From an optimization exercise on the open Yosys and OpenROAD flow, aimed at a short achievable clock period and few clock cycles; shortcuts taken in it are not production practice.
Power figures rest on the tool's default switching activity, not on a simulated workload.

==> inputs of ember <==
==> flow/design.v <==
module jcpu8 (
    input  wire        clk,
    input  wire        rst,         
    input  wire        stall,       
    output wire [15:0] mem_addr,
    output wire        mem_we,
    output wire [7:0]  mem_wdata,
    input  wire [7:0]  mem_rdata,
    input  wire [7:0]  io0,
    output wire        io_event,
    output wire [7:0]  io_value,
    output wire        fault
);
    localparam [3:0] ID_MOV = 4'h1, ID_LW  = 4'h2, ID_SW  = 4'h3, ID_LDA = 4'h4,
                     ID_PUSH = 4'h5, ID_POP = 4'h6, ID_JNZ = 4'h7, ID_ADD = 4'h8,
                     ID_ADC = 4'h9, ID_AND = 4'hA, ID_NOR = 4'hB, ID_CMP = 4'hC;
    localparam [2:0] EX_MOV = 3'd0, EX_AND = 3'd1, EX_NOR = 3'd2, EX_ADD = 3'd3,
                     EX_ADC = 3'd4, EX_CMP = 3'd5, EX_LDA = 3'd6;
    reg [7:0]  ra, rb, rc, rd, rl, rh, rf;
    reg [15:0] pc;          
    reg [15:0] sp;
    reg [7:0]  io_prev;
    reg        faulted;
    reg        pF, pA1, pA2, pM;    
    reg [15:0] addr_q;
    reg        we_q;
    reg [7:0]  wd_q;
    reg        imm;
    reg        c_lw, c_sw, c_push, c_pop, c_three;
    reg [2:0]  c_eop;
    reg [7:0]  rf_sel;      
    reg [7:0]  arg1;
    reg [7:0]  a1_sel;      
    reg        ex_v;        
    reg        fl_v;        
    reg [2:0]  ex_op;
    reg [7:0]  ex_d;        
    reg [7:0]  x1_q;        
    reg [7:0]  op2_q;       
    reg [7:0]  ex_hi;       
    reg        ex_s_reg;    
    reg        ex_s_same;   
    reg        ex_s_f;      
    reg [7:0]  res_q;       
    reg        fl_d_f;      
    reg        fl_d_inv;    
    reg        fl_s_reg, fl_s_same, fl_s_f;
    reg [7:0]  fl_op2;
    reg        ev_q;
    reg [7:0]  ev_val;
    reg        fault_q;
    wire active = !stall && !faulted;
    function automatic [7:0] onehot(input [7:0] c);
        begin
            onehot = 8'd0;
            case (c)
                8'd0: onehot[0] = 1'b1;
                8'd1: onehot[1] = 1'b1;
                8'd2: onehot[2] = 1'b1;
                8'd3: onehot[3] = 1'b1;
                8'd4: onehot[4] = 1'b1;
                8'd5: onehot[5] = 1'b1;
                8'd6: onehot[6] = 1'b1;
                default: onehot[7] = 1'b1;
            endcase
        end
    endfunction
    function automatic [7:0] rsel(input [7:0] s,
                                  input [7:0] a, input [7:0] b, input [7:0] c,
                                  input [7:0] d, input [7:0] l, input [7:0] h,
                                  input [7:0] f);
        begin
            rsel = ({8{s[0]}} & a) | ({8{s[1]}} & b) | ({8{s[2]}} & c) |
                   ({8{s[3]}} & d) | ({8{s[4]}} & l) | ({8{s[5]}} & h) |
                   ({8{s[6]}} & f) | {8{s[7]}};
        end
    endfunction
    function automatic [7:0] cmpbits(input [7:0] x, input [7:0] y);
        begin
            if (x > y)       cmpbits = 8'h02;
            else if (x == y) cmpbits = 8'h04;
            else             cmpbits = 8'h08;
        end
    endfunction
    function automatic is_defined(input [7:0] b);
        begin
            if (b[3:0] == ID_LW || b[3:0] == ID_SW)
                is_defined = 1'b1;
            else if (b[6:4] != 3'd0)
                is_defined = 1'b0;
            else case (b[3:0])
                ID_MOV, ID_ADD, ID_ADC, ID_AND, ID_NOR, ID_CMP,
                ID_PUSH, ID_JNZ: is_defined = 1'b1;
                ID_LDA:          is_defined = b[7];
                ID_POP:          is_defined = ~b[7];
                default:         is_defined = 1'b0;
            endcase
        end
    endfunction
    assign mem_addr  = addr_q;
    assign mem_we    = we_q;
    assign mem_wdata = wd_q;
    assign io_event  = ev_q;
    assign io_value  = ev_val;
    assign fault     = fault_q;
    wire [7:0]  rd_sel  = onehot(mem_rdata);
    wire [7:0]  x_rd    = rsel(rd_sel, ra, rb, rc, rd, rl, rh, rf);
    wire [7:0]  x_a1    = rsel(a1_sel, ra, rb, rc, rd, rl, rh, rf);
    wire [7:0]  x_rf    = rsel(rf_sel, ra, rb, rc, rd, rl, rh, rf);
    wire [7:0]  opv     = imm ? mem_rdata : x_rd;
    wire [15:0] pc_inc  = pc + 16'd1;
    wire [15:0] sp_dec  = sp - 16'd1;
    wire [15:0] sp_inc  = sp + 16'd1;
    wire        sp_ffff = &sp;             
    wire        sp_zero = ~|sp;            
    wire [15:0] ls_addr = imm ? {arg1, mem_rdata} : {x_a1, x_rd};
    wire [7:0]  nz = {1'b1, (|rf) | fl_v, |rh, |rl, |rd, |rc, |rb, |ra};
    wire        nz_rd = nz[mem_rdata[2:0]] | (|mem_rdata[7:3]);
    wire        taken = imm ? (|mem_rdata) : nz_rd;
    wire        push_wait = fl_v && !imm && rd_sel[6];
    wire [3:0]  nid = mem_rdata[3:0];
    always @(posedge clk) begin
        if (rst) begin
            pF <= 1'b1; pA1 <= 1'b0; pA2 <= 1'b0; pM <= 1'b0;
            addr_q <= 16'd0; we_q <= 1'b0;
            pc <= 16'd0; sp <= 16'd0;
            io_prev <= 8'd0; faulted <= 1'b0;
        end else if (active) begin
            we_q <= 1'b0;
            if (pF) begin
                if (io0 != io_prev) io_prev <= io0;
                imm     <= mem_rdata[7];
                c_lw    <= nid == ID_LW;
                c_sw    <= nid == ID_SW;
                c_push  <= nid == ID_PUSH;
                c_pop   <= nid == ID_POP;
                c_three <= !(nid == ID_PUSH || nid == ID_POP || nid == ID_JNZ);
                case (nid)
                    ID_AND:  c_eop <= EX_AND;
                    ID_NOR:  c_eop <= EX_NOR;
                    ID_ADD:  c_eop <= EX_ADD;
                    ID_ADC:  c_eop <= EX_ADC;
                    ID_CMP:  c_eop <= EX_CMP;
                    ID_LDA:  c_eop <= EX_LDA;
                    default: c_eop <= EX_MOV;
                endcase
                rf_sel  <= onehot({5'd0, mem_rdata[6:4]});
                if (!is_defined(mem_rdata)) faulted <= 1'b1;
                pc      <= pc_inc;
                addr_q  <= pc_inc;
                pF <= 1'b0; pA1 <= 1'b1;
            end
            if (pA1) begin
                arg1   <= mem_rdata;
                a1_sel <= rd_sel;
                if (c_three) begin
                    pc     <= pc_inc;
                    addr_q <= pc_inc;
                    pA1    <= 1'b0;
                    pA2    <= 1'b1;
                end else if (c_push) begin
                    if (!push_wait) begin
                        pc     <= pc_inc;
                        addr_q <= sp_dec;
                        we_q   <= sp_dec[15];
                        wd_q   <= opv;
                        pA1    <= 1'b0;
                        pM     <= 1'b1;
                    end
                end else if (c_pop) begin
                    pc     <= pc_inc;
                    addr_q <= sp;
                    pA1    <= 1'b0;
                    pM     <= 1'b1;
                end else begin
                    pc     <= taken ? {rh, rl} : pc_inc;
                    addr_q <= taken ? {rh, rl} : pc_inc;
                    pA1    <= 1'b0;
                    pF     <= 1'b1;
                end
            end
            if (pA2) begin
                pc     <= pc_inc;
                pA2    <= 1'b0;
                if (c_lw || c_sw) begin
                    addr_q <= ls_addr;
                    we_q   <= c_sw && ls_addr[15];
                    wd_q   <= x_rf;
                    pM     <= 1'b1;
                end else begin
                    addr_q <= pc_inc;
                    pF     <= 1'b1;
                end
            end
            if (pM) begin
                addr_q <= pc;
                pM     <= 1'b0;
                pF     <= 1'b1;
                if (c_push) begin
                    if (!sp_dec[15]) begin
                        faulted <= 1'b1;
                    end else begin
                        sp <= sp_dec;
                        if (sp_ffff) sp[7:0]  <= wd_q;
                        if (sp_zero) sp[15:8] <= wd_q;
                    end
                end
                if (c_pop) sp <= sp_inc;
                if (c_sw) begin
                    if (!addr_q[15]) begin
                        faulted <= 1'b1;
                    end else begin
                        if (addr_q == 16'hFFFE) sp[7:0]  <= wd_q;
                        if (addr_q == 16'hFFFF) sp[15:8] <= wd_q;
                    end
                end
            end
        end
    end
    wire fault_set = active && ((pF && !is_defined(mem_rdata)) ||
                                (pM && c_push && !sp_dec[15]) ||
                                (pM && c_sw && !addr_q[15]));
    wire ev_next   = active && pF && io0 != io_prev;
    always @(posedge clk) begin
        if (rst) begin
            ev_q    <= 1'b0;
            fault_q <= 1'b0;
        end else if (!stall) begin
            ev_q    <= ev_next;
            fault_q <= (faulted || fault_set) && !ev_next;
        end
        if (!stall && pF) ev_val <= io0;
    end
    wire       cin = (ex_op == EX_ADC) & rf[0];
    wire [8:0] sum = {1'b0, x1_q} + {1'b0, op2_q} + {8'd0, cin};
    reg [7:0] res;
    always @* begin
        case (ex_op)
            EX_AND:  res = x1_q & op2_q;
            EX_NOR:  res = ~(x1_q | op2_q);
            EX_ADD, EX_ADC: res = sum[7:0];
            default: res = op2_q;
        endcase
    end
    wire [7:0] fl_x1  = fl_d_inv ? 8'hFF : fl_d_f ? rf : res_q;
    wire [7:0] fl_y   = !fl_s_reg ? fl_op2 : fl_s_same ? fl_x1 : fl_s_f ? rf : fl_op2;
    wire [7:0] fl_cmp = cmpbits(fl_x1, fl_y);
    wire [7:0] ex_cmp = cmpbits(x1_q, op2_q);
    wire ex_w   = ex_v && ex_op != EX_CMP && ex_op != EX_LDA;
    wire ex_add = ex_v && (ex_op == EX_ADD || ex_op == EX_ADC);
    always @(posedge clk) begin
        if (rst) begin
            ra <= 8'd0; rb <= 8'd0; rc <= 8'd0; rd <= 8'd0;
            rl <= 8'd0; rh <= 8'd0; rf <= 8'd0;
            ex_v <= 1'b0; fl_v <= 1'b0;
        end else if (active) begin
            if (ex_w && ex_d[0]) ra <= res;
            if (ex_w && ex_d[1]) rb <= res;
            if (ex_w && ex_d[2]) rc <= res;
            if (ex_w && ex_d[3]) rd <= res;
            if (ex_w && ex_d[4]) rl <= res;
            if (ex_w && ex_d[5]) rh <= res;
            if (ex_v && ex_op == EX_LDA) begin
                rh <= ex_hi;
                rl <= op2_q;
            end
            if (ex_add) begin
                if (ex_d[6]) rf <= res | {7'd0, sum[8]};
                else         rf <= rf | {7'd0, sum[8]};
            end else if (ex_w && ex_d[6]) begin
                rf <= res;
            end else if (ex_v && ex_op == EX_CMP) begin
                rf <= ex_cmp;
            end else if (fl_v) begin
                rf <= rf | fl_cmp;
            end
            fl_v      <= ex_add;
            res_q     <= res;
            fl_d_f    <= ex_d[6];
            fl_d_inv  <= ex_d[7];
            fl_s_reg  <= ex_s_reg;
            fl_s_same <= ex_s_same;
            fl_s_f    <= ex_s_f;
            fl_op2    <= op2_q;
            ex_v <= 1'b0;
            if (pA2 && !(c_lw || c_sw)) begin
                ex_v      <= 1'b1;
                ex_op     <= c_eop;
                ex_d      <= a1_sel;
                x1_q      <= x_a1;
                op2_q     <= opv;
                ex_hi     <= arg1;
                ex_s_reg  <= !imm;
                ex_s_same <= !imm && rd_sel[6:0] == a1_sel[6:0] && !a1_sel[7];
                ex_s_f    <= !imm && rd_sel[6];
            end
            if (pM && (c_lw || c_pop)) begin
                ex_v   <= 1'b1;
                ex_op  <= EX_MOV;
                ex_d   <= c_lw ? rf_sel : a1_sel;
                op2_q  <= mem_rdata;
            end
        end
    end
endmodule
==> flow/run.sh <==
#!/bin/bash
# synth_recipe.tcl (not shown) runs the flow's synth.tcl, then flattens the netlist and writes it again
# the make line also repeats each setting of config.mk as NAME=value (left out here)
make -C /OpenROAD-flow-scripts/flow DESIGN_CONFIG=/design/flow/config.mk WORK_HOME=/design/flow/orfs CLKGATE_MAP_FILE= SYNTH_SCRIPT=/design/flow/synth_recipe.tcl finish
==> flow/config.mk <==
export PLATFORM = sky130hd
export DESIGN_NAME = jcpu8
export DESIGN_NICKNAME = jcpu8
export VERILOG_FILES = /design/flow/design.v
export SDC_FILE = /design/flow/constraint.sdc
export NUM_CORES = 4
export LEC_CHECK = 0
export ABC_CLOCK_PERIOD_IN_PS = 2000
export CAP_MARGIN = 20
export CORE_MARGIN = 2
export CORE_UTILIZATION = 25
export GPL_ROUTABILITY_DRIVEN = 1
export PLACE_DENSITY = 0.45
export SETUP_SLACK_MARGIN = 4.0
export SLEW_MARGIN = 20
==> flow/constraint.sdc <==
create_clock -name core_clock -period 6.0 [get_ports {clk}]
set_input_delay 1.2000 -clock core_clock [delete_from_list [all_inputs] [get_ports {clk}]]
set_output_delay 1.2000 -clock core_clock [all_outputs]
set_load 0.01 [all_outputs]
==> willow: changes against ember <==
--- a/flow/design.v
+++ b/flow/design.v
@@ -24,31 +24,22 @@
     reg        pF, pA1, pA2, pM;    
     reg [15:0] addr_q;
     reg        we_q;
-    reg [7:0]  wd_q;
     reg        imm;
-    reg        c_lw, c_sw, c_push, c_pop, c_three;
+    reg        c_lw, c_sw, c_push, c_pop, c_jnz, c_three;
     reg [2:0]  c_eop;
     reg [7:0]  rf_sel;      
     reg [7:0]  arg1;
     reg [7:0]  a1_sel;      
+    reg [8:0]  w_sel;       
     reg        ex_v;        
     reg        fl_v;        
     reg [2:0]  ex_op;
     reg [7:0]  ex_d;        
-    reg [7:0]  x1_q;        
-    reg [7:0]  op2_q;       
+    reg [8:0]  ex_s;        
+    reg [7:0]  ex_imm;
     reg [7:0]  ex_hi;       
-    reg        ex_s_reg;    
-    reg        ex_s_same;   
-    reg        ex_s_f;      
-    reg [7:0]  res_q;       
-    reg        fl_d_f;      
-    reg        fl_d_inv;    
-    reg        fl_s_reg, fl_s_same, fl_s_f;
-    reg [7:0]  fl_op2;
     reg        ev_q;
     reg [7:0]  ev_val;
-    reg        fault_q;
     wire active = !stall && !faulted;
     function automatic [7:0] onehot(input [7:0] c);
         begin
@@ -97,27 +88,23 @@
             endcase
         end
     endfunction
+    wire [7:0] wdata = rsel(w_sel[7:0], ra, rb, rc, rd, rl, rh, rf) | ({8{w_sel[8]}} & arg1);
     assign mem_addr  = addr_q;
     assign mem_we    = we_q;
-    assign mem_wdata = wd_q;
+    assign mem_wdata = wdata;
     assign io_event  = ev_q;
     assign io_value  = ev_val;
-    assign fault     = fault_q;
+    assign fault     = faulted && !ev_q;
     wire [7:0]  rd_sel  = onehot(mem_rdata);
     wire [7:0]  x_rd    = rsel(rd_sel, ra, rb, rc, rd, rl, rh, rf);
     wire [7:0]  x_a1    = rsel(a1_sel, ra, rb, rc, rd, rl, rh, rf);
-    wire [7:0]  x_rf    = rsel(rf_sel, ra, rb, rc, rd, rl, rh, rf);
-    wire [7:0]  opv     = imm ? mem_rdata : x_rd;
     wire [15:0] pc_inc  = pc + 16'd1;
     wire [15:0] sp_dec  = sp - 16'd1;
     wire [15:0] sp_inc  = sp + 16'd1;
-    wire        sp_ffff = &sp;             
-    wire        sp_zero = ~|sp;            
     wire [15:0] ls_addr = imm ? {arg1, mem_rdata} : {x_a1, x_rd};
-    wire [7:0]  nz = {1'b1, (|rf) | fl_v, |rh, |rl, |rd, |rc, |rb, |ra};
-    wire        nz_rd = nz[mem_rdata[2:0]] | (|mem_rdata[7:3]);
+    wire [6:0]  nz = {(|rf) | fl_v, |rh, |rl, |rd, |rc, |rb, |ra};
+    wire        nz_rd = |(rd_sel[6:0] & nz) | rd_sel[7];
     wire        taken = imm ? (|mem_rdata) : nz_rd;
-    wire        push_wait = fl_v && !imm && rd_sel[6];
     wire [3:0]  nid = mem_rdata[3:0];
     always @(posedge clk) begin
         if (rst) begin
@@ -134,6 +121,7 @@
                 c_sw    <= nid == ID_SW;
                 c_push  <= nid == ID_PUSH;
                 c_pop   <= nid == ID_POP;
+                c_jnz   <= nid == ID_JNZ;
                 c_three <= !(nid == ID_PUSH || nid == ID_POP || nid == ID_JNZ);
                 case (nid)
                     ID_AND:  c_eop <= EX_AND;
@@ -153,29 +141,24 @@
             if (pA1) begin
                 arg1   <= mem_rdata;
                 a1_sel <= rd_sel;
+                pA1    <= 1'b0;
                 if (c_three) begin
                     pc     <= pc_inc;
                     addr_q <= pc_inc;
-                    pA1    <= 1'b0;
                     pA2    <= 1'b1;
                 end else if (c_push) begin
-                    if (!push_wait) begin
-                        pc     <= pc_inc;
-                        addr_q <= sp_dec;
-                        we_q   <= sp_dec[15];
-                        wd_q   <= opv;
-                        pA1    <= 1'b0;
-                        pM     <= 1'b1;
-                    end
+                    pc     <= pc_inc;
+                    addr_q <= sp_dec;
+                    we_q   <= sp_dec[15];
+                    w_sel  <= imm ? 9'h100 : {1'b0, rd_sel};
+                    pM     <= 1'b1;
                 end else if (c_pop) begin
                     pc     <= pc_inc;
                     addr_q <= sp;
-                    pA1    <= 1'b0;
                     pM     <= 1'b1;
                 end else begin
                     pc     <= taken ? {rh, rl} : pc_inc;
                     addr_q <= taken ? {rh, rl} : pc_inc;
-                    pA1    <= 1'b0;
                     pF     <= 1'b1;
                 end
             end
@@ -185,7 +168,7 @@
                 if (c_lw || c_sw) begin
                     addr_q <= ls_addr;
                     we_q   <= c_sw && ls_addr[15];
-                    wd_q   <= x_rf;
+                    w_sel  <= {1'b0, rf_sel};
                     pM     <= 1'b1;
                 end else begin
                     addr_q <= pc_inc;
@@ -201,8 +184,8 @@
                         faulted <= 1'b1;
                     end else begin
                         sp <= sp_dec;
-                        if (sp_ffff) sp[7:0]  <= wd_q;
-                        if (sp_zero) sp[15:8] <= wd_q;
+                        if (sp_dec == 16'hFFFE) sp[7:0]  <= wdata;
+                        if (sp_dec == 16'hFFFF) sp[15:8] <= wdata;
                     end
                 end
                 if (c_pop) sp <= sp_inc;
@@ -210,42 +193,35 @@
                     if (!addr_q[15]) begin
                         faulted <= 1'b1;
                     end else begin
-                        if (addr_q == 16'hFFFE) sp[7:0]  <= wd_q;
-                        if (addr_q == 16'hFFFF) sp[15:8] <= wd_q;
+                        if (addr_q == 16'hFFFE) sp[7:0]  <= wdata;
+                        if (addr_q == 16'hFFFF) sp[15:8] <= wdata;
                     end
                 end
             end
         end
     end
-    wire fault_set = active && ((pF && !is_defined(mem_rdata)) ||
-                                (pM && c_push && !sp_dec[15]) ||
-                                (pM && c_sw && !addr_q[15]));
-    wire ev_next   = active && pF && io0 != io_prev;
     always @(posedge clk) begin
         if (rst) begin
-            ev_q    <= 1'b0;
-            fault_q <= 1'b0;
+            ev_q <= 1'b0;
         end else if (!stall) begin
-            ev_q    <= ev_next;
-            fault_q <= (faulted || fault_set) && !ev_next;
+            ev_q <= active && pF && io0 != io_prev;
         end
         if (!stall && pF) ev_val <= io0;
     end
+    wire [7:0] x1  = rsel(ex_d, ra, rb, rc, rd, rl, rh, rf);
+    wire [7:0] op2 = rsel(ex_s[7:0], ra, rb, rc, rd, rl, rh, rf) | ({8{ex_s[8]}} & ex_imm);
     wire       cin = (ex_op == EX_ADC) & rf[0];
-    wire [8:0] sum = {1'b0, x1_q} + {1'b0, op2_q} + {8'd0, cin};
+    wire [8:0] sum = {1'b0, x1} + {1'b0, op2} + {8'd0, cin};
+    wire [7:0] cmp = cmpbits(x1, op2);
     reg [7:0] res;
     always @* begin
         case (ex_op)
-            EX_AND:  res = x1_q & op2_q;
-            EX_NOR:  res = ~(x1_q | op2_q);
+            EX_AND:  res = x1 & op2;
+            EX_NOR:  res = ~(x1 | op2);
             EX_ADD, EX_ADC: res = sum[7:0];
-            default: res = op2_q;
+            default: res = op2;
         endcase
     end
-    wire [7:0] fl_x1  = fl_d_inv ? 8'hFF : fl_d_f ? rf : res_q;
-    wire [7:0] fl_y   = !fl_s_reg ? fl_op2 : fl_s_same ? fl_x1 : fl_s_f ? rf : fl_op2;
-    wire [7:0] fl_cmp = cmpbits(fl_x1, fl_y);
-    wire [7:0] ex_cmp = cmpbits(x1_q, op2_q);
     wire ex_w   = ex_v && ex_op != EX_CMP && ex_op != EX_LDA;
     wire ex_add = ex_v && (ex_op == EX_ADD || ex_op == EX_ADC);
     always @(posedge clk) begin
@@ -262,7 +238,7 @@
             if (ex_w && ex_d[5]) rh <= res;
             if (ex_v && ex_op == EX_LDA) begin
                 rh <= ex_hi;
-                rl <= op2_q;
+                rl <= ex_imm;
             end
             if (ex_add) begin
                 if (ex_d[6]) rf <= res | {7'd0, sum[8]};
@@ -270,35 +246,26 @@
             end else if (ex_w && ex_d[6]) begin
                 rf <= res;
             end else if (ex_v && ex_op == EX_CMP) begin
-                rf <= ex_cmp;
+                rf <= cmp;
             end else if (fl_v) begin
-                rf <= rf | fl_cmp;
-            end
-            fl_v      <= ex_add;
-            res_q     <= res;
-            fl_d_f    <= ex_d[6];
-            fl_d_inv  <= ex_d[7];
-            fl_s_reg  <= ex_s_reg;
-            fl_s_same <= ex_s_same;
-            fl_s_f    <= ex_s_f;
-            fl_op2    <= op2_q;
+                rf <= rf | cmp;
+            end
+            fl_v <= ex_add;
             ex_v <= 1'b0;
             if (pA2 && !(c_lw || c_sw)) begin
-                ex_v      <= 1'b1;
-                ex_op     <= c_eop;
-                ex_d      <= a1_sel;
-                x1_q      <= x_a1;
-                op2_q     <= opv;
-                ex_hi     <= arg1;
-                ex_s_reg  <= !imm;
-                ex_s_same <= !imm && rd_sel[6:0] == a1_sel[6:0] && !a1_sel[7];
-                ex_s_f    <= !imm && rd_sel[6];
+                ex_v   <= 1'b1;
+                ex_op  <= c_eop;
+                ex_d   <= a1_sel;
+                ex_s   <= imm ? 9'h100 : {1'b0, rd_sel};
+                ex_imm <= mem_rdata;
+                ex_hi  <= arg1;
             end
             if (pM && (c_lw || c_pop)) begin
                 ex_v   <= 1'b1;
                 ex_op  <= EX_MOV;
                 ex_d   <= c_lw ? rf_sel : a1_sel;
-                op2_q  <= mem_rdata;
+                ex_s   <= 9'h100;
+                ex_imm <= mem_rdata;
             end
         end
     end
==> flow/config.mk (replaced) <==
export PLATFORM = sky130hd
export DESIGN_NAME = jcpu8
export DESIGN_NICKNAME = jcpu8
export VERILOG_FILES = /design/flow/design.v
export SDC_FILE = /design/flow/constraint.sdc
export NUM_CORES = 4
export LEC_CHECK = 0
export CAP_MARGIN = 20
export CORE_MARGIN = 2
export CORE_UTILIZATION = 25
export GPL_ROUTABILITY_DRIVEN = 1
export PLACE_DENSITY = 0.45
export SLEW_MARGIN = 20
==> delta: changes against ember <==
==> flow/config.mk (replaced) <==
export PLATFORM = sky130hd
export DESIGN_NAME = jcpu8
export DESIGN_NICKNAME = jcpu8
export VERILOG_FILES = /design/flow/design.v
export SDC_FILE = /design/flow/constraint.sdc
export NUM_CORES = 4
export LEC_CHECK = 0
export ABC_CLOCK_PERIOD_IN_PS = 1500
export CAP_MARGIN = 20
export CORE_MARGIN = 2
export CORE_UTILIZATION = 25
export GPL_ROUTABILITY_DRIVEN = 1
export PLACE_DENSITY = 0.45
export SETUP_SLACK_MARGIN = 4.5
export SLEW_MARGIN = 20
export TNS_END_PERCENT = 100
==> notes.md <==
| item | willow | ember | delta |
|---|---|---|---|
| Internal reg-to-reg setup slack | 1.79 ns | 3.02 ns | 2.93 ns |
| Critical path peak fanout | 17 | 5 | 4 |
| RSZ-0062 raised after global routing | no | yes | yes |
| Number of enable-type register cells in the synthesized netlist | 86 | 108 | 108 |
| Synthesized-area fraction occupied by xor and xnor cells | 2.36% | 2.34% | 2.34% |
| Run status | complete, no violations | complete, no violations | complete, no violations |
| Reg2reg start | ex_d[0] | ex_op[1] | pc[0] |
| Final core occ | 28.6% | 36.4% | 38.2% |
| Post-Synthesis Cell Area | 14,500 um^2 | 15,300 um^2 | 15,300 um^2 |
| Tapcell Cnt | 765 | 782 | 782 |
| Overall via count from detail_route | 15,000 | 17,100 | 17,800 |
| Share of total power in sequential cells | 42.3% | 38.4% | 37.8% |
| Share of final-layout standard cells stronger than drive strength 1 | 8.13% | 35.9% | 38.5% |
No functional check of the RTL was part of any run of this note.

-- what the ideal ports hide --
No port has a modelled driver above. Below, the same layouts with a new extraction and two added sets of constraints. Step 1 sets driving cells, clkbuf_16 on the clock port and buf_2 on the other inputs (assumed; they add their load-dependent delay and slew). Step 2 also shifts input and output timing later by t, the mid clock arrival at the registers, as if the neighbouring blocks saw the same clock. a / b / c = ideal ports / drivers / drivers and shift; a / b = the first two.
run | t (ns) | setup WS [ns] | latest minus earliest clock arrival (ns)
ember | 0.646 | 2.869 / 2.884 / 2.238 | 0.030 / 0.030
willow | 0.629 | 1.735 / 1.739 / 1.110 | 0.025 / 0.025
delta | 0.653 | 2.852 / 2.881 / 2.228 | 0.012 / 0.013
After both steps setup and hold are still met in every run listed. For ember, which loses most, drivers alone change the setup slack by +0.015 ns; drivers and shift together by -0.631 ns.
